From an optimization exercise on the open Yosys and OpenROAD flow, aimed at small area; shortcuts taken in it are not production practice. In this exercise RTL edits were held to simulation tests only and were not proved equivalent to the original. Power figures rest on the tool's default switching activity, not on a simulated workload.

==> flow/design.v <==
module gasm_core #(
    parameter [31:0] OUT_ADDR        = 32'h0000_FF00,
    parameter [31:0] KBD_DATA_ADDR   = 32'h0000_FF04,
    parameter [31:0] KBD_STATUS_ADDR = 32'h0000_FF08,
    parameter [31:0] STACK_LO        = 32'h0000_E000,
    parameter [31:0] STACK_HI        = 32'h0000_F000
) (
    input  wire        clk,
    input  wire        rst,
    input  wire [31:0] entry,
    output reg         mem_valid,
    output reg         mem_we,
    output reg  [3:0]  mem_wstrb,
    output reg  [31:0] mem_addr,
    output reg  [31:0] mem_wdata,
    input  wire [31:0] mem_rdata,
    input  wire        mem_ready,
    output wire        boundary,
    input  wire        timer_tick,
    input  wire        kbd_valid,
    input  wire [7:0]  kbd_char,
    output reg         kbd_ack,
    output reg         out_valid,
    output reg  [7:0]  out_byte,
    output wire        halted,
    output wire        faulted,
    output wire [2:0]  fault_reason,
    output reg  [31:0] fault_value
);
    localparam [4:0] S_INIT  = 5'd0,    
                     S_FETCH = 5'd1,    
                     S_DEC   = 5'd2,    
                     S_EX    = 5'd3,    
                     S_MR    = 5'd4,    
                     S_MW    = 5'd5,    
                     S_PCF   = 5'd6,    
                     S_POLLR = 5'd7,
                     S_POLLW = 5'd8,
                     S_BND   = 5'd9,
                     S_K1    = 5'd10,
                     S_K2    = 5'd11,
                     S_K3    = 5'd12,
                     S_E1    = 5'd13,   
                     S_EW1   = 5'd14,
                     S_E2    = 5'd15,   
                     S_EW2   = 5'd16,
                     S_FP    = 5'd17,   
                     S_HALT  = 5'd18,   
                     S_FSTOP = 5'd19;   
    localparam [2:0] FK_OP = 3'd0, FK_CSRA = 3'd1, FK_CSRB = 3'd2, FK_DIV = 3'd3,
                     FK_ENT = 3'd4, FK_RA = 3'd5, FK_RB = 3'd6;
    localparam [3:0] W_ADD = 4'd0, W_LOG = 4'd1, W_CSRB = 4'd2, W_CSROR = 4'd3,
                     W_RB = 4'd4, W_RC = 4'd5, W_MDR = 4'd6,
                     W_DIV = 4'd8, W_SHL = 4'd9, W_HND = 4'd10, W_CAUSE = 4'd11,
                     W_FV = 4'd12;
    localparam [2:0] M_W = 3'd0, M_PC = 3'd1, M_SP = 3'd2, M_RB = 3'd3,
                     M_MDR = 3'd4, M_ZERO = 3'd5, M_SELF = 3'd6;
    localparam [2:0] D_RC = 3'd0, D_RB = 3'd1, D_PSW = 3'd2, D_PCI = 3'd3,
                     D_NEG = 3'd4, D_SIGN = 3'd6;
    reg [4:0]  state;
    reg [2:0]  step;
    reg [4:0]  ph;
    reg        busy;
    reg [511:0] gpr;           
    reg [31:0]  psw, hnd, cau;
    reg [31:0]  ir, mar, mdr;
    reg [19:0]  th;            
    wire [31:0] t = {th, ir[11:0]};
    reg        pcw;            
    reg        bnd_ent;        
    reg        kb;             
    reg        slt;            
    wire [2:0] ecause = {!bnd_ent, bnd_ent, bnd_ent & kb};
    reg [2:0]  fpk;
    reg        tr_s, i_s;      
    reg        push_ok, entry_ok;
    reg        ge4_r, ge8_r, le4_r;
    reg        lt_r, gt_r;     
    reg        zr;
    reg        f1, f2, f3;     
    wire       cond = f3;
    wire       cf = f3;
    wire       seen_t = f3;
    reg        sb, sc, ovf;
    reg        seen_m;
    reg        c1, c2, c3, c4;
    wire ph0  = (ph == 5'd0);
    wire ph31 = (ph == 5'd31);
    wire [7:0] op = ir[31:24];
    wire [3:0] fa = ir[23:20];
    wire [3:0] fb = ir[19:16];
    wire [3:0] fc = ir[15:12];
    wire o_halt  = (op == 8'h00);
    wire o_int   = (op == 8'h10);
    wire o_call  = (op == 8'h20);
    wire o_callm = (op == 8'h21);
    wire o_jmp   = (op == 8'h30);
    wire o_bcc   = (op == 8'h31) || (op == 8'h32) || (op == 8'h33);
    wire o_jmpm  = (op == 8'h38);
    wire o_bccm  = (op == 8'h39) || (op == 8'h3A) || (op == 8'h3B);
    wire o_xchg  = (op == 8'h40);
    wire o_add   = (op == 8'h50);
    wire o_sub   = (op == 8'h51);
    wire o_mul   = (op == 8'h52);
    wire o_div   = (op == 8'h53);
    wire o_log   = (op[7:2] == 6'b011000);         
    wire o_shl   = (op == 8'h70);
    wire o_shr   = (op == 8'h71);
    wire o_st    = (op == 8'h80);
    wire o_stpsh = (op == 8'h81);
    wire o_stind = (op == 8'h82);
    wire o_csrrd = (op == 8'h90);
    wire o_ldimm = (op == 8'h91);
    wire o_ld    = (op == 8'h92);
    wire o_ldpop = (op == 8'h93);
    wire o_csrwr = (op == 8'h94);
    wire o_csror = (op == 8'h95);
    wire o_csrld = (op == 8'h96);
    wire o_csrpop= (op == 8'h97);
    wire known = o_halt | o_int | o_call | o_callm | o_jmp | o_bcc | o_jmpm | o_bccm |
                 o_xchg | o_add | o_sub | o_mul | o_div | o_log | o_shl | o_shr |
                 o_st | o_stpsh | o_stind | o_csrrd | o_ldimm | o_ld | o_ldpop |
                 o_csrwr | o_csror | o_csrld | o_csrpop;
    wire fa_bad = (fa > 4'd2);
    wire fb_bad = (fb > 4'd2);
    wire [15:0] gout;
    genvar g;
    generate
        for (g = 0; g < 16; g = g + 1) begin : go
            assign gout[g] = gpr[32*g];
        end
    endgenerate
    wire s_ra = gout[fa];
    wire s_rb = gout[fb];
    wire s_rc = gout[fc];
    wire s_sp = gout[14];
    wire s_pc = gout[15];
    wire s_d  = (ph < 5'd12) ? ir[ph[3:0]] : ir[11];
    wire s_csrb = fb[1] ? cau[0] : (fb[0] ? hnd[0] : psw[0]);
    reg [3:0] ws;
    reg       xa;              
    reg [1:0] ysel;            
    reg       sub;
    reg       used;
    reg       gwe;
    reg [3:0] wsel;
    reg       cwe;
    reg [1:0] csel;
    reg       x14sp;
    reg       k8;
    reg       pcfin;
    reg       mar_sh;
    reg [2:0] msrc;
    reg       mdr_sh;
    reg [2:0] dsrc;
    reg       t_sh;
    reg       tneg;
    reg       flags_we;
    reg       setI;
    reg       init;
    reg       mul_it, div_it;
    wire a_x  = xa ? s_ra : s_rb;
    wire a_y  = ((ysel == 2'd1) ? s_rb : (ysel == 2'd2) ? s_rc : 1'b0) ^ sub;
    wire a_ci = ph0 ? sub : c1;
    wire a_s1 = a_x ^ a_y ^ a_ci;
    wire a_c1 = (a_x & a_y) | (a_x & a_ci) | (a_y & a_ci);
    wire a_z  = used & s_d;
    wire a_c2i = ph0 ? 1'b0 : c2;
    wire a_s2 = a_s1 ^ a_z ^ a_c2i;
    wire a_c2 = (a_s1 & a_z) | (a_s1 & a_c2i) | (a_z & a_c2i);
    wire k4   = (state == S_E2) ? !bnd_ent : 1'b1;
    wire p_k  = k4 && (ph == 5'd2);
    wire p_ci = ph0 ? 1'b0 : c4;
    wire s_pci = s_pc ^ p_k ^ p_ci;
    wire p_co = (s_pc & p_k) | (s_pc & p_ci) | (p_k & p_ci);
    wire d_k  = k8 ? (ph >= 5'd3) : (ph >= 5'd2);
    wire d_ci = ph0 ? 1'b0 : c3;
    wire s_spd = s_sp ^ d_k ^ d_ci;
    wire d_co = (s_sp & d_k) | (s_sp & d_ci) | (d_k & d_ci);
    reg s_log;
    always @(*) begin
        case (op[1:0])
            2'd0: s_log = ~s_rb;
            2'd1: s_log = s_rb & s_rc;
            2'd2: s_log = s_rb | s_rc;
            default: s_log = s_rb ^ s_rc;
        endcase
    end
    wire [4:0] shn = t[4:0];
    wire ph_lt_n = (ph < shn);
    wire s_q    = o_mul ? mar[0] : mdr[0];
    wire s_divr = s_q ^ ((sb ^ sc) & (ph0 ? 1'b0 : seen_m));
    wire shl_zero = f1 | ph_lt_n;
    wire s_shl = shl_zero ? 1'b0 : mdr[0];
    reg s_fv;
    always @(*) begin
        case (fpk)
            FK_ENT:  s_fv = s_spd;
            FK_RA:   s_fv = s_ra;
            FK_RB:   s_fv = s_rb;
            default: s_fv = 1'b0;
        endcase
    end
    reg wbus;
    always @(*) begin
        case (ws)
            W_ADD:   wbus = a_s2;
            W_LOG:   wbus = s_log;
            W_CSRB:  wbus = s_csrb;
            W_CSROR: wbus = s_csrb | s_d;
            W_RB:    wbus = s_rb;
            W_RC:    wbus = s_rc;
            W_MDR:   wbus = mdr[0];
            W_DIV:   wbus = s_divr;
            W_SHL:   wbus = s_shl;
            W_HND:   wbus = hnd[0];
            W_CAUSE: wbus = ecause[ph[1:0]] & (ph < 5'd3);
            W_FV:    wbus = s_fv;
            default: wbus = 1'b0;
        endcase
    end
    wire wr15 = gwe && (wsel == 4'd15);
    wire pc_inc = pcfin && !pcw && !wr15;
    reg [15:0] head;
    integer k;
    always @(*) begin
        for (k = 0; k < 16; k = k + 1)
            head[k] = init ? 1'b0 : ((gwe && wsel == k) ? wbus : gout[k]);
        if (!init && !(gwe && wsel == 4'd14) && x14sp)
            head[14] = s_spd;
        if (init)
            head[15] = mar[0];
        else if (!wr15 && pc_inc)
            head[15] = s_pci;
    end
    wire h_psw = init ? (ph == 5'd13) :
                 (cwe && csel == 2'd0) ? wbus : (psw[0] | (setI && ph == 5'd15));
    wire h_hnd = init ? 1'b0 : (cwe && csel == 2'd1) ? wbus : hnd[0];
    wire h_cau = init ? 1'b0 : (cwe && csel == 2'd2) ? wbus : cau[0];
    wire zr_n  = (ph0 ? 1'b1 : zr) & ~wbus;
    wire f1_in = ph0 ? 1'b1 : f1;
    wire f2_in = ph0 ? 1'b1 : f2;
    wire f3_in = ph0 ? 1'b1 : f3;
    reg fl_c, fl_o;
    always @(*) begin
        fl_c = 1'b0;
        fl_o = 1'b0;
        if (o_add) begin
            fl_c = a_c1;
            fl_o = (s_rb == s_rc) && (wbus != s_rb);
        end else if (o_sub) begin
            fl_c = !a_c1;
            fl_o = (s_rb != s_rc) && (wbus != s_rb);
        end else if (o_mul) begin
            fl_c = f1 | (mar[0] & !((sb ^ sc) & f2));
            fl_o = fl_c;
        end else if (o_div) begin
            fl_o = ovf;
        end else if (o_shl) begin
            if (f1)
                fl_c = !f2 && (shn == 5'd0) && mdr[0];
            else if (shn != 5'd0)
                fl_c = mdr[1];
        end else if (o_shr) begin
            fl_c = cf;
        end
    end
    wire [3:0] flags = {wbus, fl_c, fl_o, zr_n};    
    reg cond_n;
    always @(*) begin
        case (op[1:0])
            2'd1:    cond_n = zr_n;
            2'd2:    cond_n = !zr_n;
            2'd3:    cond_n = !zr_n && (wbus == ((s_rb != s_rc) && (wbus != s_rb)));
            default: cond_n = 1'b1;
        endcase
    end
    wire ck_lo = STACK_LO[ph];
    wire ck_hi = STACK_HI[ph];
    wire lt_n = (~wbus & ck_lo) | (~(wbus ^ ck_lo) & (ph0 ? 1'b0 : lt_r));
    wire gt_n = (wbus & ~ck_hi) | (~(wbus ^ ck_hi) & (ph0 ? 1'b0 : gt_r));
    wire chk_bad = lt_n | gt_n;
    wire [31:0] K_E004 = STACK_LO + 32'd4;
    wire [31:0] K_E008 = STACK_LO + 32'd8;
    wire [31:0] K_F004 = STACK_HI + 32'd4;
    wire mv = head[14];
    wire ge4_n = (mv & ~K_E004[ph]) | (~(mv ^ K_E004[ph]) & (ph0 ? 1'b1 : ge4_r));
    wire ge8_n = (mv & ~K_E008[ph]) | (~(mv ^ K_E008[ph]) & (ph0 ? 1'b1 : ge8_r));
    wire le4_n = (~mv & K_F004[ph]) | (~(mv ^ K_F004[ph]) & (ph0 ? 1'b1 : le4_r));
    wire [31:0] pa_a   = {mar[30:0], div_it & mdr[31]};
    wire        pa_en  = div_it | mdr[31];
    wire        pa_inv = div_it & ~mar[31];
    wire [31:0] pa_b   = ({32{pa_en}} & t) ^ {32{pa_inv}};
    wire [32:0] pa_c;
    wire [31:0] pa_s;
    assign pa_c[0] = pa_inv;
    generate
        for (g = 0; g < 32; g = g + 1) begin : rca
            assign pa_s[g]   = pa_a[g] ^ pa_b[g] ^ pa_c[g];
            assign pa_c[g+1] = (pa_a[g] & pa_b[g]) | (pa_a[g] & pa_c[g]) | (pa_b[g] & pa_c[g]);
        end
    endgenerate
    wire [32:0] pa_sum = {pa_c[32], pa_s};
    wire is_pass = (state == S_INIT) || (state == S_EX) || (state == S_PCF) ||
                   (state == S_E1) || (state == S_E2) || (state == S_FP);
    wire act = is_pass && (ph0 || busy);
    wire pass_end = act && ph31;
    always @(*) begin
        ws = W_ADD; xa = 1'b0; ysel = 2'd0; sub = 1'b0; used = 1'b0;
        gwe = 1'b0; wsel = fa; cwe = 1'b0; csel = fa[1:0];
        x14sp = 1'b0; k8 = 1'b0; pcfin = 1'b0;
        mar_sh = 1'b0; msrc = M_W;
        mdr_sh = 1'b0; dsrc = D_RC;
        t_sh = 1'b0; tneg = 1'b0;
        flags_we = 1'b0; setI = 1'b0; init = 1'b0;
        mul_it = 1'b0; div_it = 1'b0;
        if (act) begin
            case (state)
                S_INIT: begin
                    init = 1'b1;
                    mar_sh = 1'b1; msrc = M_SELF;
                end
                S_PCF: begin
                    pcfin = 1'b1;
                end
                S_E1: begin
                    ws = W_CAUSE; cwe = 1'b1; csel = 2'd2;
                    mar_sh = 1'b1; msrc = M_SP;
                    mdr_sh = 1'b1; dsrc = D_PSW;
                    setI = 1'b1;
                end
                S_E2: begin
                    ws = W_HND; gwe = 1'b1; wsel = 4'd15;
                    k8 = 1'b1; x14sp = 1'b1;
                    mar_sh = 1'b1; msrc = M_SP;
                    mdr_sh = 1'b1; dsrc = D_PCI;
                end
                S_FP: begin
                    ws = W_FV; k8 = step[0];
                    mar_sh = 1'b1; msrc = M_W;
                end
                S_EX: begin
                    if (o_add || o_sub || o_log) begin
                        ws = o_log ? W_LOG : W_ADD; ysel = 2'd2; sub = o_sub;
                        gwe = 1'b1; flags_we = 1'b1; pcfin = 1'b1;
                    end else if (o_mul || o_div) begin
                        case (step)
                            3'd0: begin
                                t_sh = 1'b1;
                                mdr_sh = 1'b1; dsrc = o_mul ? D_RC : D_RB;
                            end
                            3'd1: begin
                                t_sh = 1'b1; tneg = 1'b1;
                                mdr_sh = 1'b1; dsrc = D_NEG;
                                mar_sh = 1'b1; msrc = M_ZERO;
                            end
                            3'd2: begin
                                div_it = o_div; mul_it = o_mul;
                            end
                            default: begin
                                ws = W_DIV; gwe = 1'b1; flags_we = 1'b1; pcfin = 1'b1;
                                mdr_sh = o_div;
                            end
                        endcase
                    end else if (o_shl || o_shr) begin
                        if (step == 3'd0) begin
                            t_sh = 1'b1;
                            mdr_sh = 1'b1; dsrc = D_RB;
                        end else if (o_shl) begin
                            ws = W_SHL; gwe = 1'b1; flags_we = 1'b1; pcfin = 1'b1;
                            mdr_sh = !shl_zero;
                        end else if (step == 3'd1) begin
                            mdr_sh = f1 | ph_lt_n; dsrc = D_SIGN;
                        end else begin
                            ws = W_MDR; gwe = 1'b1; flags_we = 1'b1; pcfin = 1'b1;
                            mdr_sh = 1'b1; dsrc = D_SIGN;
                        end
                    end else if (o_csrrd) begin
                        ws = W_CSRB; gwe = 1'b1; pcfin = 1'b1;
                    end else if (o_ldimm) begin
                        ws = W_ADD; used = 1'b1; gwe = 1'b1; pcfin = 1'b1;
                    end else if (o_ld || o_csrld) begin
                        if (step == 3'd0) begin
                            ws = W_ADD; ysel = 2'd2; used = 1'b1;
                            mar_sh = 1'b1; msrc = M_W;
                        end else begin
                            ws = W_MDR; mdr_sh = 1'b1;
                            gwe = o_ld; cwe = o_csrld; pcfin = 1'b1;
                        end
                    end else if (o_ldpop || o_csrpop) begin
                        if (step == 3'd0) begin
                            ws = W_ADD; used = 1'b1; gwe = 1'b1; wsel = fb;
                            mar_sh = 1'b1; msrc = M_RB;
                        end else begin
                            ws = W_MDR; mdr_sh = 1'b1;
                            gwe = o_ldpop; cwe = o_csrpop; pcfin = 1'b1;
                        end
                    end else if (o_csrwr) begin
                        ws = W_RB; cwe = 1'b1; pcfin = 1'b1;
                    end else if (o_csror) begin
                        ws = W_CSROR; cwe = 1'b1; pcfin = 1'b1;
                    end else if (o_st || o_stind) begin
                        if (step == 3'd0) begin
                            ws = W_ADD; xa = 1'b1; ysel = 2'd1; used = 1'b1;
                            mar_sh = 1'b1; msrc = M_W;
                            mdr_sh = o_st; dsrc = D_RC;
                        end else begin
                            mar_sh = 1'b1; msrc = M_MDR;
                            mdr_sh = 1'b1; dsrc = D_RC;
                        end
                    end else if (o_stpsh) begin
                        ws = W_ADD; xa = 1'b1; used = 1'b1; gwe = 1'b1;
                        mar_sh = 1'b1; msrc = M_W;
                        mdr_sh = 1'b1; dsrc = D_RC;
                    end else if (o_call) begin
                        ws = W_ADD; xa = 1'b1; used = 1'b1; gwe = 1'b1; wsel = 4'd15;
                        mdr_sh = 1'b1; dsrc = D_PCI;
                        mar_sh = 1'b1; msrc = M_SP; x14sp = 1'b1;
                    end else if (o_callm) begin
                        if (step == 3'd0) begin
                            ws = W_ADD; xa = 1'b1; used = 1'b1;
                            mar_sh = 1'b1; msrc = M_W;
                        end else begin
                            ws = W_MDR; gwe = 1'b1; wsel = 4'd15;
                            mdr_sh = 1'b1; dsrc = D_PCI;
                            mar_sh = 1'b1; msrc = M_SP; x14sp = 1'b1;
                        end
                    end else if (o_jmp || o_bcc) begin
                        if (step == 3'd0) begin
                            ws = W_ADD; ysel = 2'd2; sub = 1'b1;      
                        end else begin
                            ws = W_ADD; xa = 1'b1; used = 1'b1;
                            gwe = cond; wsel = 4'd15; pcfin = 1'b1;
                        end
                    end else if (o_jmpm || o_bccm) begin
                        if (step == 3'd0) begin
                            ws = W_ADD; ysel = 2'd2; sub = 1'b1;
                        end else if (step == 3'd1) begin
                            ws = W_ADD; xa = 1'b1; used = 1'b1;
                            mar_sh = 1'b1; msrc = M_W;
                        end else begin
                            ws = W_MDR; mdr_sh = 1'b1;
                            gwe = 1'b1; wsel = 4'd15; pcfin = 1'b1;
                        end
                    end else if (o_xchg) begin
                        if (step == 3'd0) begin
                            ws = W_RC; gwe = 1'b1; wsel = fb;
                            mdr_sh = 1'b1; dsrc = D_RB;
                        end else begin
                            ws = W_MDR; mdr_sh = 1'b1;
                            gwe = 1'b1; wsel = fc; pcfin = 1'b1;
                        end
                    end
                end
                default: ;
            endcase
        end
        if (pcfin) begin
            mar_sh = 1'b1; msrc = M_PC;
        end
    end
    reg marin, mdrin;
    always @(*) begin
        case (msrc)
            M_W:    marin = wbus;
            M_PC:   marin = head[15];
            M_SP:   marin = s_spd;
            M_RB:   marin = s_rb;
            M_MDR:  marin = mdr[0];
            M_SELF: marin = mar[0];
            default: marin = 1'b0;
        endcase
        case (dsrc)
            D_RC:   mdrin = s_rc;
            D_RB:   mdrin = s_rb;
            D_PSW:  mdrin = psw[0];
            D_PCI:  mdrin = s_pci;
            D_NEG:  mdrin = mdr[0] ^ (sb & (ph0 ? 1'b0 : seen_m));
            default: mdrin = mdr[31];
        endcase
    end
    wire tin = tneg ? (t[0] ^ (sc & (ph0 ? 1'b0 : seen_t))) :
               ((o_mul) ? s_rb : s_rc);
    wire const_addr = (state == S_POLLR) || (state == S_POLLW) ||
                      (state == S_K1) || (state == S_K2) || (state == S_K3);
    always @(*) begin
        mem_valid = 1'b0;
        mem_we    = 1'b0;
        mem_wstrb = 4'b0000;
        case (state)
            S_FETCH, S_POLLR, S_K2: mem_valid = 1'b1;
            S_MR: mem_valid = 1'b1;
            S_MW, S_EW1, S_EW2, S_K1, S_K3: begin
                mem_valid = 1'b1; mem_we = 1'b1; mem_wstrb = 4'b1111;
            end
            S_POLLW: begin
                mem_valid = 1'b1; mem_we = 1'b1; mem_wstrb = 4'b0001;
            end
            default: ;
        endcase
        if (const_addr)
            mem_addr = (state == S_K1) ? KBD_DATA_ADDR :
                       (state == S_POLLR || state == S_POLLW) ? OUT_ADDR : KBD_STATUS_ADDR;
        else
            mem_addr = mar;
        mem_wdata = mdr;
        if (state == S_POLLW)
            mem_wdata[7:0] = 8'd0;
        if (state == S_K3)
            mem_wdata[0] = 1'b1;
    end
    wire xfer = mem_valid && mem_ready;
    always @(*) begin
        out_valid = (state == S_POLLR) && mem_ready && (mem_rdata[7:0] != 8'd0);
        out_byte  = mem_rdata[7:0];
    end
    assign boundary = (state == S_BND);
    assign halted  = (state == S_HALT);
    assign faulted = (state == S_FSTOP);
    assign fault_reason = (fpk == FK_OP) ? 3'd5 :
                          (fpk == FK_CSRA || fpk == FK_CSRB) ? 3'd6 :
                          (fpk == FK_DIV) ? 3'd2 : (slt ? 3'd3 : 3'd4);
    wire t_take = timer_tick && tr_s && !i_s;
    wire k_del  = kbd_valid && !i_s && !t_take;
    always @(*) begin
        kbd_ack = (state == S_BND) && kbd_valid && (i_s || entry_ok);
        fault_value = mar;
        if (faulted && fpk == FK_OP)
            fault_value[7:0] = mar[7:0] | op;
        if (faulted && fpk == FK_CSRA)
            fault_value[3:0] = mar[3:0] | fa;
        if (faulted && fpk == FK_CSRB)
            fault_value[3:0] = mar[3:0] | fb;
    end
    integer j;
    always @(posedge clk) begin
        for (j = 0; j < 16; j = j + 1)
            gpr[32*j +: 32] <= {head[j], gpr[32*j+1 +: 31]};
        psw <= {h_psw, psw[31:1]};
        if (flags_we && ph31)
            psw[3:0] <= flags;
        hnd <= {h_hnd, hnd[31:1]};
        cau <= {h_cau, cau[31:1]};
        if (ph == 5'd13) tr_s <= h_psw;
        if (ph == 5'd15) i_s  <= h_psw;
        c1 <= a_c1;
        c2 <= a_c2;
        c3 <= d_co;
        c4 <= p_co;
        zr <= zr_n;
        lt_r <= lt_n;
        gt_r <= gt_n;
        ge4_r <= ge4_n;
        ge8_r <= ge8_n;
        le4_r <= le4_n;
        if (ph0) begin
            push_ok  <= ge4_r & le4_r;
            entry_ok <= ge8_r & le4_r;
        end
        if (state == S_FETCH && xfer)
            ir <= {mem_rdata[7:0], mem_rdata[15:8], mem_rdata[23:16], mem_rdata[31:24]};
        else if (t_sh)
            ir[11:0] <= {th[0], ir[11:1]};
        if ((state == S_MR || state == S_K2) && xfer)
            mdr <= mem_rdata;
        else if (state == S_BND)
            mdr <= {24'd0, kbd_char};
        else if (div_it || mul_it)
            mdr <= {mdr[30:0], ~pa_sum[31]};
        else if (mdr_sh)
            mdr <= {mdrin, mdr[31:1]};
        if (t_sh)
            th <= {tin, th[19:1]};
        if (act && state == S_EX) begin
            if ((o_div || o_mul) && step == 3'd0) begin
                f1 <= f1_in & (s_rb == ph31);           
                f2 <= f2_in & s_rc;                     
                f3 <= f3_in & ~s_rc;                    
                if (ph31) begin
                    ovf <= f1_in & (s_rb == ph31) & f2_in & s_rc;
                    sb  <= o_mul ? s_rc : s_rb;         
                    sc  <= o_mul ? s_rb : s_rc;         
                end
            end
            if ((o_div || o_mul) && step == 3'd1) begin
                seen_m <= (ph0 ? 1'b0 : seen_m) | mdr[0];
                f3 <= (ph0 ? 1'b0 : f3) | t[0];
                f1 <= 1'b0;
            end
            if (o_mul && step == 3'd2)
                f1 <= f1 | mar[31] | pa_c[32];          
            if ((o_div || o_mul) && step == 3'd3) begin
                seen_m <= (ph0 ? 1'b0 : seen_m) | s_q;
                f2 <= f2_in & ~s_q;
            end
            if ((o_shl || o_shr) && step == 3'd0) begin
                f1 <= (ph0 ? 1'b0 : f1) | (s_rc & (ph >= 5'd5));
                f2 <= (ph0 ? 1'b0 : f2) | (s_rc & (ph >= 5'd6));
            end
            if (o_shr && step == 3'd1) begin
                if (f1 | ph_lt_n)
                    f3 <= mdr[0];
                else if (ph0)
                    f3 <= 1'b0;
            end
        end
        if (state == S_DEC)
            f3 <= 1'b1;
        else if (act && state == S_EX && (o_bcc || o_bccm) && step == 3'd0 && ph31)
            f3 <= cond_n;
    end
    always @(posedge clk) begin
        if (rst) begin
            ph       <= 5'd0;
            busy     <= 1'b0;
            state    <= S_INIT;
            step     <= 3'd0;
            mar      <= entry;
            pcw      <= 1'b0;
            bnd_ent  <= 1'b0;
        end else begin
            ph   <= ph + 5'd1;
            busy <= act && !ph31;
            if (wr15) pcw <= 1'b1;
            if (mul_it || div_it)
                mar <= pa_sum[31:0];
            else if (mar_sh)
                mar <= {marin, mar[31:1]};
            case (state)
                S_INIT:
                    if (pass_end) state <= S_FETCH;
                S_FETCH:
                    if (xfer) begin
                        state <= S_DEC;
                    end
                S_DEC: begin
                    pcw     <= 1'b0;
                    bnd_ent <= 1'b0;
                    step    <= 3'd0;
                    if (!known) begin
                        fpk <= FK_OP; state <= S_FP;
                    end else if (((o_csrwr || o_csrld || o_csrpop || o_csror) && fa_bad)) begin
                        fpk <= FK_CSRA; state <= S_FP;
                    end else if ((o_csrrd || o_csror) && fb_bad) begin
                        fpk <= FK_CSRB; state <= S_FP;
                    end else if (o_halt) begin
                        state <= S_HALT;
                    end else if (o_int) begin
                        if (!entry_ok) begin
                            fpk <= FK_ENT; state <= S_FP;
                        end else begin
                            state <= S_E1;
                        end
                    end else if ((o_call || o_callm) && !push_ok) begin
                        fpk <= FK_ENT; state <= S_FP;
                    end else if (o_xchg && fb == fc) begin
                        state <= S_PCF;
                    end else begin
                        state <= S_EX;
                        if (o_jmp || o_jmpm) step <= 3'd1;
                    end
                end
                S_EX:
                    if (pass_end) begin
                        step <= step + 3'd1;
                        if (o_add || o_sub || o_log || o_csrrd || o_ldimm || o_csrwr || o_csror)
                            state <= S_POLLR;
                        else if (o_div || o_mul) begin
                            if (o_div && step == 3'd0 && f3_in & ~s_rc) begin
                                fpk <= FK_DIV; state <= S_FP; step <= 3'd0;
                            end else
                                state <= (step == 3'd3) ? S_POLLR : S_EX;
                        end else if (o_shl)
                            state <= (step == 3'd1) ? S_POLLR : S_EX;
                        else if (o_shr)
                            state <= (step == 3'd2) ? S_POLLR : S_EX;
                        else if (o_ld || o_csrld)
                            state <= (step == 3'd0) ? S_MR : S_POLLR;
                        else if (o_ldpop || o_csrpop) begin
                            if (step == 3'd0 && fb == 4'd14 && chk_bad) begin
                                fpk <= FK_RB; state <= S_FP; step <= 3'd0;
                            end else
                                state <= (step == 3'd0) ? S_MR : S_POLLR;
                        end else if (o_st)
                            state <= S_MW;
                        else if (o_stind)
                            state <= (step == 3'd0) ? S_MR : S_MW;
                        else if (o_stpsh) begin
                            if (fa == 4'd14 && chk_bad) begin
                                fpk <= FK_RA; state <= S_FP; step <= 3'd0;
                            end else
                                state <= S_MW;
                        end else if (o_call)
                            state <= S_MW;
                        else if (o_callm)
                            state <= (step == 3'd0) ? S_MR : S_MW;
                        else if (o_jmp || o_bcc)
                            state <= (step == 3'd0) ? S_EX : S_POLLR;
                        else if (o_jmpm || o_bccm) begin
                            if (step == 3'd0 && !cond_n)
                                state <= S_PCF;
                            else
                                state <= (step == 3'd1) ? S_MR : (step == 3'd0) ? S_EX : S_POLLR;
                        end else if (o_xchg)
                            state <= (step == 3'd0) ? S_EX : S_POLLR;
                    end
                S_MR:
                    if (xfer) begin
                        step  <= step + 3'd1;
                        state <= S_EX;
                    end
                S_MW:
                    if (xfer) begin
                        step  <= step + 3'd1;
                        state <= S_PCF;
                    end
                S_PCF:
                    if (pass_end) state <= bnd_ent ? S_FETCH : S_POLLR;
                S_POLLR:
                    if (xfer) state <= (mem_rdata[7:0] != 8'd0) ? S_POLLW : S_BND;
                S_POLLW:
                    if (xfer) state <= S_BND;
                S_BND: begin
                    if ((t_take || k_del) && !entry_ok) begin
                        fpk <= FK_ENT; step <= 3'd0; state <= S_FP;
                    end else if (t_take) begin
                        bnd_ent <= 1'b1; kb <= 1'b0; state <= S_E1;
                    end else if (k_del) begin
                        bnd_ent <= 1'b1; kb <= 1'b1; state <= S_K1;
                    end else
                        state <= S_FETCH;
                end
                S_K1: if (xfer) state <= S_K2;
                S_K2: if (xfer) state <= S_K3;
                S_K3: if (xfer) state <= S_E1;
                S_E1:  if (pass_end) state <= S_EW1;
                S_EW1: if (xfer) state <= S_E2;
                S_E2:  if (pass_end) state <= S_EW2;
                S_EW2: if (xfer) state <= S_PCF;
                S_FP:
                    if (pass_end) begin
                        if (fpk == FK_ENT && step == 3'd0 && !chk_bad)
                            step <= 3'd1;
                        else begin
                            state   <= S_FSTOP;
                            slt     <= lt_n;
                        end
                    end
                default: ;    
            endcase
        end
    end
endmodule
==> flow/flow/run.sh <==
#!/bin/bash
# Standard ORFS layout, with three changes to how it is built:
#  - after the standard synthesis, the combinational logic between the registers is
#    re-mapped with an area-oriented ABC script (flow/remap.abc); the registers,
#    their names and cell types, and the ports are left as the standard synthesis made them
#  - ports are buffered with the smallest buffer (sky130_fd_sc_hd__buf_1)
#  - the clock tree uses clkbuf_4 leaf clusters of at most 9 sinks within 60 um, and no dummy loads
set -euo pipefail
export BUFFER_PORTS_ARGS="-buffer_cell sky130_fd_sc_hd__buf_1"
export CTS_ARGS="-sink_clustering_enable -repair_clock_nets -dont_use_dummy_load -buf_list sky130_fd_sc_hd__clkbuf_4 -sink_clustering_size 8 -sink_clustering_max_diameter 60 -sink_buffer_max_cap_derate 1.0"

HERE=$PWD
RES=$HERE/orfs/results/$FLOW_PLATFORM/gasm_core/base
LIB=$FLOW_HOME/platforms/$FLOW_PLATFORM/lib/sky130_fd_sc_hd__tt_025C_1v80.lib

# 1. standard synthesis
bash standard.sh $RES/1_2_yosys.v > synth_standard.log 2>&1
cp $RES/1_2_yosys.v $HERE/synth_standard.v

# 2. re-map the combinational logic; sequential cells stay as black boxes
SEQ=$(grep -oE "sky130_fd_sc_hd__[a-z0-9_]+" $HERE/synth_standard.v | sort -u | grep -E "__(s?e?df|dl|sdl)" | tr '\n' ' ')
DU=$(sed -n '/DONT_USE_CELLS += /,/^#/p' $FLOW_HOME/platforms/$FLOW_PLATFORM/config.mk | grep -oE "sky130_fd_sc_hd__[a-z0-9_]+" | sed 's/^/-dont_use /' | tr '\n' ' ')
cat > $HERE/remap.ys <<EOY
read_liberty -ignore_miss_func $LIB
blackbox $SEQ
read_verilog $HERE/synth_standard.v
hierarchy -top $FLOW_TOP
flatten
opt_clean
abc -script $HERE/flow/remap.abc -liberty $LIB $DU
opt_clean -purge
hilomap -singleton -hicell sky130_fd_sc_hd__conb_1 HI -locell sky130_fd_sc_hd__conb_1 LO
splitnets
opt_clean -purge
stat -liberty $LIB
write_verilog -noattr -nohex -nodec $HERE/synth_remap.v
EOY
yosys -s $HERE/remap.ys > remap.log 2>&1
cp $HERE/synth_remap.v $RES/1_2_yosys.v

# 3. the rest of the standard layout on the re-mapped netlist
bash standard.sh > standard_flow.log 2>&1
==> flow/flow/remap.abc <==
strash
&get -n
&deepsyn -T 20
&dch -f
&nf -a -R 1000
&put
==> flow/standard.sh <==
#!/bin/bash
# synth_recipe.tcl (not shown) runs the flow's synth.tcl, then flattens the netlist and writes it again
# the make line also repeats each setting of config.mk as NAME=value (left out here)
make -C /OpenROAD-flow-scripts/flow DESIGN_CONFIG=/design/flow/config.mk WORK_HOME=/design/flow/orfs CLKGATE_MAP_FILE= SYNTH_SCRIPT=/design/flow/synth_recipe.tcl "${@:-finish}"
==> flow/config.mk <==
export PLATFORM = sky130hd
export DESIGN_NAME = gasm_core
export DESIGN_NICKNAME = gasm_core
export VERILOG_FILES = /design/flow/design.v
export SDC_FILE = /design/flow/constraint.sdc
export NUM_CORES = 4
export LEC_CHECK = 0
export ABC_AREA = 1
export CAP_MARGIN = 20
export CORE_MARGIN = 2
export CORE_UTILIZATION = 55
export GPL_ROUTABILITY_DRIVEN = 1
export GPL_TIMING_DRIVEN = 0
export PLACE_DENSITY = 0.75
export SLEW_MARGIN = 20
==> flow/constraint.sdc <==
create_clock -name core_clock -period 20.0 [get_ports {clk}]
set_input_delay 4.0000 -clock core_clock [delete_from_list [all_inputs] [get_ports {clk}]]
set_output_delay 4.0000 -clock core_clock [all_outputs]
set_load 0.01 [all_outputs]
==> run summary, run 1 <==
drt via density=5.852; CTS tree=done; CTS resizes=0; PwrDens=123.0 nW/um^2; maxcap violations=0; fin crit share=a little over two thirds; CP Data Required Time=between 20000 and 25000 ps; Mean Syn Cell Area=12.16 sq um; Hold Path Class=register to register; Clock power frac=21.8%; Worst VDD drop=slightly above 0.00008 V; Final Slew Violations=0; kind of critical path=register to register; fmax=roughly 70 MHz; Ys Warns=1; Die Y-Extent=209.7 um; placed cells=about 2.7k; Std-Cell Rows=75; Int Pwr=around 0.0022 W; IO Port Bufs=approximately 190; Non-Filler Instances=between 2k and 3k; CTS Sinks=769; post-DP HPWL=between 40000 and 50000 um; P_leak=9.467 nW; DRC viols=0; number of global-route vias before repair=approximately 16k; Vias=16.24k; area grow syn2layout=10.94%; share of layout cells above drive strength 1=approximately 6.7%; Final ANT Viol Nets=0; largest net degree at the start of global routing=35; commonest cells after routing, fill and taps aside=dfxtp_1, buf_1, nor2_1; post-CTS setup buffer count=0; RSZ-0062 raised after global routing=no; Clock Skew=69.96 ps; Crit path max-delay family=simple AND/OR/NAND/NOR gates; post-synth net total=~2.0k; Worst path max stage delay=770 ps; fin nets=2313; Worst-Margin Slew=1110 ps; global-route wire length before repair=91560 um; Sw Share=31.42%; Sw Pwr=around 0.0010 W; outcome=complete, no violations; min cycle time layout=14140 ps; drt initial violations=1725; Final setup viols=0; relative slew slack=25.35%; leading cell type in the layout, fill and taps excluded=dfxtp_1; CP Data Arrival Time=14730 ps; initial antenna violation count=2; Initial Utilization=55.63%; Reg power frac=a little under three fifths; First-pass DRT Iterations=9; Crit. End Element=register; WL/cell=21.65 um; Slowest-stage cell, CP=nand2_1; root buf cell=clkbuf_4; Final Hold Fails=0; core area=41850 sq um; Comb pwr share=20.8%; H-tree depth=3; drt total wl=60090 um; CTS buffer count=roughly 110; clock tree buffer depth=3; setup_tns=0 ps; crit start category=register; die area=43990 sq um; Mapped Cells=1915; worst skew pair latency=860 ps; cts hold-fix bufs=0; GRT Util Overall=27.41%; global-route congestion overflow total=0; Synth Cell Area=between 20000 and 25000 sq um; critical path peak fanout=34; gpl congestion=0.9674; # IOs=195; WP buf/inv=0; Clock transition at path regs=110 ps; die width=209.7 um
## area by class of cell
class	instances	area, sq um
flip-flops and latches	769	16710
fillers	3371	16020
multi-input cells	1103	6513
repair buffers	213	970.9
clock buffers	106	795.8
well taps	539	674.4
inverters	43	161.4
diodes	3	7.507
## stage by stage
stage                     area, sq um  utilization (%)  hold WS (ps)  power [W]  setup WS, ps
final                           25830            61.71         284.5   0.003176          5860
after CTS                       25800            61.65         272.9   0.003189          6142
after floorplan                 23280                -         309.6   0.002214          8240
after global placement          24680            58.98         310.1   0.002455          4930
after global routing            25830            61.71         277.4   0.003337          4822
after detailed placement        25010            59.75         312.1   0.002499          6233
## layer usage
metal	track usage, %	wire (um)	vias up
li1	-	-	7515
met1	39.76	26840	7786
met2	41.36	26680	814
met3	4.968	4838	129
met4	9.978	1729	0
met5	0	0	-
## registers in the layout (all words and copies together) (netlist names), 2 cells and up
name / flops
mem_wstrb: 2
gpr: 512
step: 3
state: 5
ir: 32
th: 20
mdr: 32
psw: 32
mar: 32
cau: 32
ph: 5
hnd: 32
fpk: 3
## final timing paths
kind,start,end,slack (ps),cells past startpoint
worst max-delay path,ph[2],f1,5860,49
worst max register to register,ph[2],f1,5860,49
worst min register to register,gpr[37],gpr[36],280,0
worst min-delay path,gpr[37],gpr[36],280,0
## power by group through the flow
| stage | Sequential, W | Combinational (W) | Clock, W |
|---|---|---|---|
| 2_1_floorplan | 0.00182 | 0.000391 | 0 |
| 3_3_place_gp | 0.00186 | 0.000599 | 0 |
| 3_5_place_dp | 0.00186 | 0.000643 | 0 |
| 4_1_cts | 0.00182 | 0.000647 | 0.000722 |
| 5_1_grt | 0.00184 | 0.000717 | 0.000783 |
| 6_report | 0.00182 | 0.000659 | 0.000693 |
==> inputs of run 2 (changes only) <==
--- a/flow/config.mk
+++ b/flow/config.mk
@@ -8,8 +8,8 @@
 export ABC_AREA = 1
 export CAP_MARGIN = 20
 export CORE_MARGIN = 2
-export CORE_UTILIZATION = 55
+export CORE_UTILIZATION = 70
 export GPL_ROUTABILITY_DRIVEN = 1
 export GPL_TIMING_DRIVEN = 0
-export PLACE_DENSITY = 0.75
+export PLACE_DENSITY = 0.85
 export SLEW_MARGIN = 20
==> run 2 against run 1 <==
Net effect:
- clock skew is 26 ps higher
- sequential share of layout area up 0.39 points
- largest cell class unchanged
- hold slack worse by 19 ps
- flip-flop and latch count unchanged
- via count up 7.9%
- fmax decreased by 1.1%
- total power grew 1.5%
- still clean on timing, DRC and antenna
- routed wire length up 14%
- combinational power increased by 3.0%
- clock-buffer cell count did not move
==> run summary, run 2 <==
CTS buffer count=106; WL/cell=around 26 um; register-to-register setup slack=5700 ps; CP Data Required Time=~20000 ps; Largest Register=gpr; RSZ-0062 raised after global routing=no; placed cells=around 2.6k; area grow syn2layout=10.27%; drt via density=6.549; post-layout util=between 70% and 80%; Clock Skew=96.34 ps; cts hold-fix bufs=0; clock tree buffer depth=3; outcome=complete, no violations; Place WS=6415 ps; relative slew slack=26.70%; global-route wire length before repair=103900 um; Mean Syn Cell Area=12.16 sq um; DRC viols=0; number of global-route vias before repair=17.65k; Clock transition at path regs=100 ps; max reg flops=512; drt total wl=68700 um; Synth Cell Area=23280 sq um; commonest cells after routing, fill and taps aside=dfxtp_1, buf_1, nor2_1; global-route congestion overflow total=0; die width=186.4 um; Finished Cell Area=25670 sq um; GRT Util Overall=about 39%; Worst Slack Setup Final=5703 ps; First-pass DRT Iterations=9; leading cell type in the layout, fill and taps excluded=dfxtp_1; dpl cell area=24860 sq um; CTS resizes=0; fmax=about 70 MHz; drt initial violations=roughly 2.6k; Final Hold Fails=0; number of fill cells=1787; Initial Utilization=71.38%; maxcap violations=0; root buf cell=clkbuf_4; Die Y-Extent=186.4 um; CTS Sinks=769; post-DP HPWL=47700 um; Final ANT Viol Nets=0; critical path peak fanout=34; min cycle time layout=around 14000 ps; IO Port Bufs=between 150 and 200; initial antenna violation count=5; kind of critical path=register to register; fin crit share=71.48%; Final Slew Violations=0; worst skew pair latency=~860 ps; H-tree depth=3; setup_tns=0 ps; fin nets=2311; Slowest-stage cell, CP=nand2_1; gpl congestion=0.9860; Worst VDD drop=0.00008848 V; crit start category=register; Final setup viols=0; P_leak=approximately 9.5 nW; Mapped Cells=roughly 1.9k; CP Data Arrival Time=about 15000 ps; post-synth net total=1992; Worst path max stage delay=750 ps; Hold Path Class=register to register; largest net degree at the start of global routing=35; Vias=17.53k; post-CTS setup buffer count=0; Crit. End Element=register; Std-Cell Rows=66; WP buf/inv=0; CTS tree=done; Ys Warns=1; Crit path max-delay family=simple AND/OR/NAND/NOR gates; core area=32620 sq um; share of layout cells above drive strength 1=6.586%; # IOs=between 150 and 200; Worst-Margin Slew=between 1000 and 1500 ps; die area=34740 sq um; Non-Filler Instances=2677; PwrDens=approximately 130 nW/um^2
run 2: per-layer routing:
layer	wire length [um]	global-route usage, %
met4	4240	21.91
met2	31780	63.26
met1	24700	49.70
met3	7978	9.009
met5	0	0
run 2: worst paths after layout:
check             depth (start not counted)        to     start
setup / recovery                         48        f1  state[1]
hold / removal                            0  gpr[273]  gpr[274]
setup reg to reg                         48        f1  state[1]
hold reg to reg                           0  gpr[273]  gpr[274]
run 2: area by class of cell:
| class | count | area, sq um | share of cell area [%] |
|---|---|---|---|
| Clock buffer | 106 | 795.8 | 3.100 |
| Tap cell | 442 | 553.0 | 2.154 |
| Sequential cell | 769 | 16710 | 65.07 |
| Timing Repair Buffer | 211 | 947.2 | 3.689 |
| Inverter | 43 | 161.4 | 0.6287 |
| Antenna cell | 3 | 7.507 | 0.02924 |
| Multi-Input combinational cell | 1103 | 6502 | 25.33 |
run 2: where the power goes:
group          switching, W  internal (W)  total (W)  leakage (nW)
sequential         0.000127       0.00170    0.00183          6.37
clock              0.000473      0.000243   0.000716         0.488
combinational      0.000452      0.000227   0.000679          2.60
run 2: metrics by stage:
| step | power (W) | hold WS, ps |
|---|---|---|
| floorplan | 0.002214 | 309.6 |
| global placement | 0.002434 | 309.7 |
| detailed placement | 0.002500 | 312.1 |
| CTS | 0.003197 | 309.1 |
| global route | 0.003342 | 299.1 |
| finish | 0.003224 | 265.2 |
run 2: worst register-to-register path: cells and delay by family (launching register included):
| kind | cells | cell delay (ps) |
|---|---|---|
| flip-flops | 1 | 600 |
| multiplexers | 1 | 570 |
| adder cells (fa/ha/maj) | 8 | 3290 |
| AO/OA/AOI/OAI | 19 | 3550 |
| AND/OR/NAND/NOR | 19 | 5800 |
| XOR/XNOR | 1 | 190 |
==> inputs of run 3 (changes only) <==
--- a/flow/design.v
+++ b/flow/design.v
@@ -69,7 +69,6 @@
     reg        pcw;            
     reg        bnd_ent;        
     reg        kb;             
-    reg        slt;            
     wire [2:0] ecause = {!bnd_ent, bnd_ent, bnd_ent & kb};
     reg [2:0]  fpk;
     reg        tr_s, i_s;      
@@ -81,7 +80,7 @@
     wire       cond = f3;
     wire       cf = f3;
     wire       seen_t = f3;
-    reg        sb, sc, ovf;
+    reg        sb, sc;
     reg        seen_m;
     reg        c1, c2, c3, c4;
     wire ph0  = (ph == 5'd0);
@@ -255,7 +254,7 @@
             fl_c = f1 | (mar[0] & !((sb ^ sc) & f2));
             fl_o = fl_c;
         end else if (o_div) begin
-            fl_o = ovf;
+            fl_o = f2;                  
         end else if (o_shl) begin
             if (f1)
                 fl_c = !f2 && (shn == 5'd0) && mdr[0];
@@ -519,7 +518,7 @@
     assign faulted = (state == S_FSTOP);
     assign fault_reason = (fpk == FK_OP) ? 3'd5 :
                           (fpk == FK_CSRA || fpk == FK_CSRB) ? 3'd6 :
-                          (fpk == FK_DIV) ? 3'd2 : (slt ? 3'd3 : 3'd4);
+                          (fpk == FK_DIV) ? 3'd2 : (kb ? 3'd3 : 3'd4);
     wire t_take = timer_tick && tr_s && !i_s;
     wire k_del  = kbd_valid && !i_s && !t_take;
     always @(*) begin
@@ -577,7 +576,7 @@
                 f2 <= f2_in & s_rc;                     
                 f3 <= f3_in & ~s_rc;                    
                 if (ph31) begin
-                    ovf <= f1_in & (s_rb == ph31) & f2_in & s_rc;
+                    f2  <= f1_in & (s_rb == ph31) & f2_in & s_rc;
                     sb  <= o_mul ? s_rc : s_rb;         
                     sc  <= o_mul ? s_rb : s_rc;         
                 end
@@ -591,7 +590,8 @@
                 f1 <= f1 | mar[31] | pa_c[32];          
             if ((o_div || o_mul) && step == 3'd3) begin
                 seen_m <= (ph0 ? 1'b0 : seen_m) | s_q;
-                f2 <= f2_in & ~s_q;
+                if (o_mul)
+                    f2 <= f2_in & ~s_q;
             end
             if ((o_shl || o_shr) && step == 3'd0) begin
                 f1 <= (ph0 ? 1'b0 : f1) | (s_rc & (ph >= 5'd5));
@@ -743,7 +743,7 @@
                             step <= 3'd1;
                         else begin
                             state   <= S_FSTOP;
-                            slt     <= lt_n;
+                            kb      <= lt_n;
                         end
                     end
                 default: ;    
--- a/flow/flow/run.sh
+++ b/flow/flow/run.sh
@@ -4,7 +4,7 @@
 #    re-mapped with an area-oriented ABC script (flow/remap.abc); the registers,
 #    their names and cell types, and the ports are left as the standard synthesis made them
 #  - ports are buffered with the smallest buffer (sky130_fd_sc_hd__buf_1)
-#  - the clock tree uses clkbuf_4 leaf clusters of at most 9 sinks within 60 um, and no dummy loads
+#  - the clock tree uses clkbuf_4 leaf clusters of at most 8 sinks within 60 um, and no dummy loads
 set -euo pipefail
 export BUFFER_PORTS_ARGS="-buffer_cell sky130_fd_sc_hd__buf_1"
 export CTS_ARGS="-sink_clustering_enable -repair_clock_nets -dont_use_dummy_load -buf_list sky130_fd_sc_hd__clkbuf_4 -sink_clustering_size 8 -sink_clustering_max_diameter 60 -sink_buffer_max_cap_derate 1.0"
--- a/flow/config.mk
+++ b/flow/config.mk
@@ -8,8 +8,8 @@
 export ABC_AREA = 1
 export CAP_MARGIN = 20
 export CORE_MARGIN = 2
-export CORE_UTILIZATION = 70
+export CORE_UTILIZATION = 55
 export GPL_ROUTABILITY_DRIVEN = 1
 export GPL_TIMING_DRIVEN = 0
-export PLACE_DENSITY = 0.85
+export PLACE_DENSITY = 0.75
 export SLEW_MARGIN = 20
==> run 3 against run 2 <==
Net effect:
- global-route usage down 13 points
- hold slack worse by 2.5 ps
- synthesized cell count up 2.5%
- final area increased by 0.41%
- largest power group unchanged
- non-clock buffer count down 2
- sequential share of layout area down 0.50 points
- area after synthesis fell by 0.11%
==> run summary, run 3 <==
CTS buffer count=108; Worst VDD drop=a little over 0.00007 V; largest net degree at the start of global routing=36; CTS tree=done; Clock power frac=24.7%; area grow syn2layout=10.84%; GRT Util Overall=26.29%; CTS resizes=0; Final ANT Viol Nets=0; worst skew pair latency=870 ps; global-route congestion overflow total=0; Crit. End Element=register; clock tree buffer depth=3; fmax=84.01 MHz; Sw Pwr=0.0008039 W; Hold Path Class=register to register; Finished Cell Area=25780 sq um; critical path peak fanout=31; Initial Utilization=55.57%; Int Pwr=0.002026 W; share of layout cells above drive strength 1=around 6.4%; fin crit share=59.52%; crit-path most repeated cell=o21a_1; IO Port Bufs=roughly 190; Slowest-stage cell, CP=mux2_1; maxcap violations=0; Final Hold Fails=0; post-CTS setup buffer count=0; CP Data Arrival Time=12620 ps; First-pass DRT Iterations=7; RSZ-0062 raised after global routing=no; drt via density=5.791; H-tree depth=3; Worst-Margin Slew=between 1000 and 1500 ps; Comb pwr share=between 10% and 20%; drt initial violations=1723; fin nets=2359; dpl cell area=24950 sq um; Sw Share=~28%; Vias=16.36k; commonest cells after routing, fill and taps aside=dfxtp_1, nand2_1, buf_1; Mean Syn Cell Area=11.85 sq um; placed cells=2711; Ys Warns=1; WL/cell=approximately 21 um; Die Y-Extent=209.6 um; Non-Filler Instances=2825; post-DP HPWL=41380 um; gpl congestion=1.015; Tot Pwr=0.002830 W; drt total wl=about 58000 um; max reg flops=512; CP Data Required Time=around 21000 ps; Clock transition at path regs=roughly 90 ps; Worst path max stage delay=920 ps; die width=209.6 um; Synth Cell Area=around 23000 sq um; root buf cell=clkbuf_4; Final Slew Violations=0; core area=approximately 42000 sq um; Reg power frac=60.8%; leading cell type in the layout, fill and taps excluded=dfxtp_1; crit start category=register; outcome=complete, no violations; kind of critical path=register to register; cts hold-fix bufs=0; min cycle time layout=11900 ps; setup_tns=0 ps; initial antenna violation count=3; CTS Sinks=between 700 and 800; DRC viols=0; die area=43950 sq um; relative slew slack=24.88%; Clock Skew=77.65 ps; Final setup viols=0; Mapped Cells=1963; # IOs=195; post-synth net total=2040; Std-Cell Rows=75; Largest Register=gpr; number of global-route vias before repair=15.71k; global-route wire length before repair=88230 um; P_leak=9.522 nW; PwrDens=109.8 nW/um^2
[run 3: cell count changes in the layout (fill, tap and decap cells not counted), moves of 9 or more]
cell      previous run  this run
nor3_1              41        89
o211ai_1             4        15
or3_1               24        12
or2_0               14         5
nor2_1             160       176
maj3_1              11         2
a222oi_1            35         8
a21oi_1            127        78
nand3_1             43        56
nand2_1            144       193
o21a_1              12        29
and2_0              48        29
o22ai_1             16        37
[run 3: worst max-delay path: cells and delay by family (launching register included)]
| family | cells | cell delay [ps] |
|---|---|---|
| compound gates | 29 | 5530 |
| simple gates | 13 | 3990 |
| mux | 1 | 920 |
| xor+xnor | 3 | 630 |
| flops | 1 | 390 |
| fa+ha+maj | 1 | 260 |
[run 3: worst paths after layout]
path	start	end	slack, ps	depth (start not counted)
max	ph[2]	mdr[0]	8100	47
max reg2reg	ph[2]	mdr[0]	8100	47
min reg2reg	cau[31]	cau[30]	260	0
min	cau[31]	cau[30]	260	0
[run 3: power by group through the flow]
stage / Clock, W / Sequential (W) / Combinational [W]
5_1_grt: 0.000787 / 0.00173 / 0.000443
4_1_cts: 0.000728 / 0.00172 / 0.000403
6_report: 0.000699 / 0.00172 / 0.000410
3_3_place_gp: 0 / 0.00175 / 0.000383
3_5_place_dp: 0 / 0.00175 / 0.000401
2_1_floorplan: 0 / 0.00173 / 0.000247
[run 3: cell type report]
| cell class | instances | area (sq um) |
|---|---|---|
| Antenna cell | 6 | 15.01 |
| Clock buffer | 108 | 810.8 |
| Fill cell | 3426 | 16070 |
| Inverter | 36 | 136.4 |
| Multi-Input combinational cell | 1160 | 6571 |
| Sequential cell | 767 | 16650 |
| Tap cell | 539 | 674.4 |
| Timing Repair Buffer | 209 | 924.6 |
[run 3: per-layer routing]
layer | track usage [%] | vias up | wire, um
met2 | 38.98 | 788 | 25440
met4 | 10.61 | 2 | 1948
met1 | 37.29 | 7780 | 25300
li1 | - | 7659 | -
met3 | 6.359 | 130 | 5432
met5 | 0 | - | 16
[run 3: stage by stage]
step	setup WS [ps]	hold WS, ps	util [%]
2_1_floorplan	9245	309.6	-
3_3_place_gp	5453	309.8	58.92
3_5_place_dp	8364	312.1	59.62
4_1_cts	8241	249.0	61.56
5_1_grt	7276	259.0	61.57
6_report	8097	262.8	61.59
==> inputs of run 4 (changes only) <==
==> flow/flow/remap.abc (replaced) <==
strash
&get -n
&deepsyn -T 20
&put
strash
amap

==> run 4 against run 3 <==
Net effect:
- still clean
- combinational power rose by 9.8%
- register-to-register slack worse by 4400 ps
- largest power group unchanged
- utilization rose by 0.35 points
- final area fell by 1.2%
- via count is 1.2% higher
- clock power rose by 1%
- die area decreased by 0.92%
- clock skew is 25 ps higher
- setup slack got worse by 4400 ps
- largest cell class unchanged
==> run summary, run 4 <==
cts hold-fix bufs=0; Final Hold Fails=0; First-pass DRT Iterations=6; Mapped Cells=around 2k; post-DP HPWL=46980 um; Min Hold Slack=around 240 ps; core area=41110 sq um; IO Port Bufs=~190; maxcap violations=0; min cycle time layout=16340 ps; drt total wl=64420 um; Die Y-Extent=208.7 um; CP Data Arrival Time=roughly 17000 ps; WP buf/inv=10; Worst VDD drop=between 0.00007 and 0.00008 V; M1 wire length=28320 um; number of global-route vias before repair=16.29k; Reg area=~17000 sq um; post-CTS setup buffer count=0; Largest Register=gpr; CTS Sinks=between 700 and 800; Hold Path Class=register to register; die area=43540 sq um; Std-Cell Rows=74; H-tree depth=3; drt via density=5.815; Mean Syn Cell Area=11.55 sq um; post-layout util=61.95%; Initial Utilization=56.04%; initial antenna violation count=4; fin crit share=81.71%; die width=208.7 um; share of layout cells above drive strength 1=under 10%; # IOs=between 150 and 200; area grow syn2layout=10.54%; Ys Warns=1; area of the multi-input gates=5763 sq um; PwrDens=113.9 nW/um^2; setup_tns=0 ps; Synth Cell Area=around 23000 sq um; CTS buffer count=108; critical path peak fanout=24; Final ANT Viol Nets=0; outcome=complete, no violations; CTS tree=done; Clock transition at path regs=approximately 90 ps; commonest cells after routing, fill and taps aside=dfxtp_1, nor2_1, buf_1; GRT Util Overall=~30%; Vias=16.55k; Clock Skew=102.8 ps; WL met2=28710 um; Worst path max stage delay=1050 ps; DR top layer=met5; Final Slew Violations=0; DRC viols=0; P_leak=9.164 nW; fin nets=~2.4k; WL/cell=22.64 um; Final setup viols=0; drt initial violations=roughly 1.8k; worst skew pair latency=860 ps; CP Data Required Time=between 20000 and 25000 ps; relative slew slack=22.22%; root buf cell=clkbuf_4; post-synth net total=between 2k and 2.5k; global-route wire length before repair=96790 um; Worst-Margin Slew=1167 ps; crit start category=register; kind of critical path=register to register; met3 wire length=5004 um; largest net degree at the start of global routing=40; max reg flops=512; CTS resizes=0; Crit. End Element=register; gpl congestion=around 1; fmax=61.20 MHz; Crit path max-delay family=simple AND/OR/NAND/NOR gates; Slowest-stage cell, CP=clkinv_1; crit-path most repeated cell=o21ai_0; leading cell type in the layout, fill and taps excluded=dfxtp_1; clock tree buffer depth=3; number of fill cells=approximately 3.3k; RSZ-0062 raised after global routing=no; global-route congestion overflow total=0
run 4: cell count changes in the layout (fill, tap and decap cells not counted), sizes merged, moves of 27 or more:
cell,delta
nor2,+62
clkinv,+151
nor3,-50
a222oi,+27
nand2,-72
or2,+33
nand3,-34
and2,-27
xor2,-30
run 4: power breakdown:
group / internal [W] / switching (W) / total (W)
Combinational: 0.000139 / 0.000311 / 0.000450
Clock: 0.000247 / 0.000460 / 0.000707
Sequential: 0.00166 / 0.0000819 / 0.00174
run 4: worst register-to-register path, delay by kind of cell (launching register included):
kind	cells	cell delay (ps)
and+or+nand+nor	40	7100
AOI/OAI and AO/OA	35	4910
buffers and inverters	10	3570
DFF	1	520
run 4: metal layers:
metal  up-vias  track usage (%)
li1       7726                -
met3       141            6.117
met2       854            45.88
met5         -                0
met4         2            12.56
met1      7826            40.62
run 4: cell type report:
cell class | instances | area share (%)
tap | 532 | 2.614
multi-input combinational | 1040 | 22.63
clock buffer | 108 | 3.184
timing repair buffer | 210 | 3.420
sequential | 767 | 65.37
antenna | 2 | 0.01965
inverter | 187 | 2.766
run 4: worst paths after layout:
check / from / end / slack, ps / cells after the start
min reg2reg: gpr[207] / gpr[206] / 240 / 0
min: gpr[207] / gpr[206] / 240 / 0
max: state[1] / mdr[0] / 3660 / 85
max reg2reg: state[1] / mdr[0] / 3660 / 85
run 4: per-stage QoR:
step	cell area, sq um	setup slack (ps)	power (W)	cells
final	25470	3659	0.002901	2846
after global routing	25470	2110	0.003031	2846
after CTS	25460	4185	0.002917	2844
after detailed placement	24650	4268	0.002215	2736
after global placement	24430	-2393	0.002200	2720
after floorplan	23040	5118	0.002017	1994
==> inputs of run 5 (changes only) <==
--- a/flow/flow/run.sh
+++ b/flow/flow/run.sh
@@ -7,7 +7,7 @@
 #  - the clock tree uses clkbuf_4 leaf clusters of at most 8 sinks within 60 um, and no dummy loads
 set -euo pipefail
 export BUFFER_PORTS_ARGS="-buffer_cell sky130_fd_sc_hd__buf_1"
-export CTS_ARGS="-sink_clustering_enable -repair_clock_nets -dont_use_dummy_load -buf_list sky130_fd_sc_hd__clkbuf_4 -sink_clustering_size 8 -sink_clustering_max_diameter 60 -sink_buffer_max_cap_derate 1.0"
+export CTS_ARGS="-sink_clustering_enable -repair_clock_nets -dont_use_dummy_load -buf_list sky130_fd_sc_hd__clkbuf_8 -sink_clustering_size 17 -sink_clustering_max_diameter 45 -sink_buffer_max_cap_derate 1.0"
 
 HERE=$PWD
 RES=$HERE/orfs/results/$FLOW_PLATFORM/gasm_core/base
==> run 5 against run 4 <==
Net effect:
- synthesized cell count stayed put
- critical path depth unchanged
- clock-buffer cell count fell by 39
- routed wire length grew 0.38%
- final area grew 0.57%
- clock skew is essentially flat
- die area did not move
- first-iteration DRC count is 3.5% higher
- area after synthesis unchanged
- critical endpoint unchanged
- setup slack gained 26 ps
==> run summary, run 5 <==
outcome=complete, no violations; First-pass DRT Iterations=8; Final Hold Fails=0; worst skew pair latency=about 660 ps; Sw Share=~29%; post-synth net total=~2.1k; Mapped Cells=1994; IO Port Bufs=194; Clock transition at path regs=100 ps; RSZ-0062 raised after global routing=no; fin crit share=about four fifths; Mean Syn Cell Area=11.55 sq um; maxcap violations=0; CTS Sinks=767; crit start category=register; initial antenna violation count=4; WL met2=between 20000 and 30000 um; placed cells=~2.7k; Final setup viols=0; area of the multi-input gates=between 5000 and 6000 sq um; Sw Pwr=0.0008485 W; commonest cells after routing, fill and taps aside=dfxtp_1, nor2_1, buf_1; H-tree depth=3; Place WS=around 4300 ps; cts hold-fix bufs=0; Initial Utilization=a little under three fifths; CTS buffer count=69; Largest Register=gpr; Int Pwr=0.002111 W; die area=43540 sq um; drt via density=5.851; number of global-route vias before repair=15.89k; GRT Util Overall=29.45%; drt total wl=between 60000 and 70000 um; Finished Cell Area=about 26000 sq um; area grow syn2layout=11.16%; met3 wire length=5205 um; Vias=roughly 16k; Crit. End Element=register; Hold Path Class=register to register; global-route congestion overflow total=0; PwrDens=115.6 nW/um^2; # IOs=195; setup_tns=0 ps; P_leak=9.168 nW; Final ANT Viol Nets=0; Worst-Margin Slew=1121 ps; fin nets=2353; global-route wire length before repair=96210 um; critical path peak fanout=24; DRC viols=0; Critical Path Source=state[1]; M1 wire length=28390 um; Synth Cell Area=~23000 sq um; Slowest-stage cell, CP=clkinv_1; reg2reg start=state[1]; Clock power frac=25.8%; relative slew slack=25.24%; die width=208.7 um; CP Data Required Time=20340 ps; hold path start=gpr[380]; fmax=61.29 MHz; clock tree buffer depth=3; dpl cell area=approximately 25000 sq um; CTS resizes=0; leading cell type in the layout, fill and taps excluded=dfxtp_1; Worst Slack Setup Final=3685 ps; gpl congestion=approximately 1.0; Min Hold Slack=approximately 280 ps; Worst VDD drop=0.00009632 V; Clock Skew=102.7 ps; Non-Filler Instances=2807; root buf cell=clkbuf_8; CTS tree=done; DR top layer=met4; largest net degree at the start of global routing=40; kind of critical path=register to register; Std-Cell Rows=74; min cycle time layout=16310 ps; number of fill cells=3256; Reg area=16650 sq um; Ys Warns=1; share of layout cells above drive strength 1=under 10%; post-DP HPWL=around 47000 um; Worst path max stage delay=1050 ps; CP Data Arrival Time=between 15000 and 20000 ps; Comb pwr share=15.2%; WL/cell=23.04 um; drt initial violations=1850; Reg power frac=59.0%; Die Y-Extent=208.7 um; crit-path most repeated cell=o21ai_0; core area=around 41000 sq um; post-CTS setup buffer count=0; max reg flops=approximately 500; Final Slew Violations=0
[run 5: critical path, delay by kind of cell, from the launching register on]
kind            cells  cell delay [ps]
compound gates     35             4920
buf+inv            10             3560
flops               1              510
simple gates       40             7030
[run 5: final cells by class]
type	instances	share of cell area, %
well taps	532	2.599
diodes	1	0.009771
inverters	187	2.751
flip-flops and latches	767	65.00
multi-input cells	1040	22.50
repair buffers	211	3.430
clock buffers	69	3.708
[run 5: power groups by stage]
| stage | Clock [W] | Combinational [W] | Sequential [W] |
|---|---|---|---|
| after global routing | 0.000828 | 0.000491 | 0.00175 |
| after detailed placement | 0 | 0.000439 | 0.00178 |
| final | 0.000764 | 0.000450 | 0.00175 |
| after CTS | 0.000779 | 0.000442 | 0.00174 |
| after floorplan | 0 | 0.000264 | 0.00175 |
| after global placement | 0 | 0.000423 | 0.00178 |
[run 5: metrics by stage]
step | util, % | power (W)
finish | 62.30 | 0.002959
global route | 62.29 | 0.003072
CTS | 62.27 | 0.002964
detailed placement | 59.96 | 0.002215
global placement | 59.43 | 0.002200
floorplan | - | 0.002017
[run 5: final timing paths]
kind / end / slack, ps / depth (start not counted)
setup / recovery: mdr[0] / 3690 / 85
hold reg to reg: gpr[379] / 280 / 0
setup reg to reg: mdr[0] / 3690 / 85
hold / removal: gpr[379] / 280 / 0
[run 5: layer usage]
metal | global-route usage (%) | up-vias
met5 | 0 | -
met4 | 10.44 | 0
met3 | 5.440 | 153
met2 | 46.41 | 865
met1 | 41.05 | 7785
li1 | - | 7621

separate check: timing with driven ports:
No port has a modelled driver above. Below, the same layouts with a new extraction and two added sets of constraints. Step 1, drivers: a clkbuf_16 drives clk and a buf_2 each remaining input, both assumed. Step 2 adds t to the input delays and takes it off the output delays; t is the mean of the earliest and latest rising clock arrival at the registers after step 1. Input paths then give back, and output paths get back, about the clock's delay inside the block. Slacks: ideal ports / drivers / drivers and shift; pairs: ideal ports / drivers.
| run | shift t [ns] | setup slack, ns | worst setup path at the end | pins driven straight from the clock port |
|---|---|---|---|---|
| run 1 | 0.874 | 5.860 / 5.860 / 5.860 | register to register | 1 |
| run 2 | 0.869 | 5.703 / 5.703 / 5.703 | register to register | 1 |
| run 3 | 0.883 | 8.097 / 8.097 / 8.097 | register to register | 1 |
| run 4 | 0.867 | 3.659 / 3.659 / 3.659 | register to register | 1 |
| run 5 | 0.666 | 3.685 / 3.685 / 3.685 | register to register | 1 |
After both steps setup and hold are still met in every run listed.
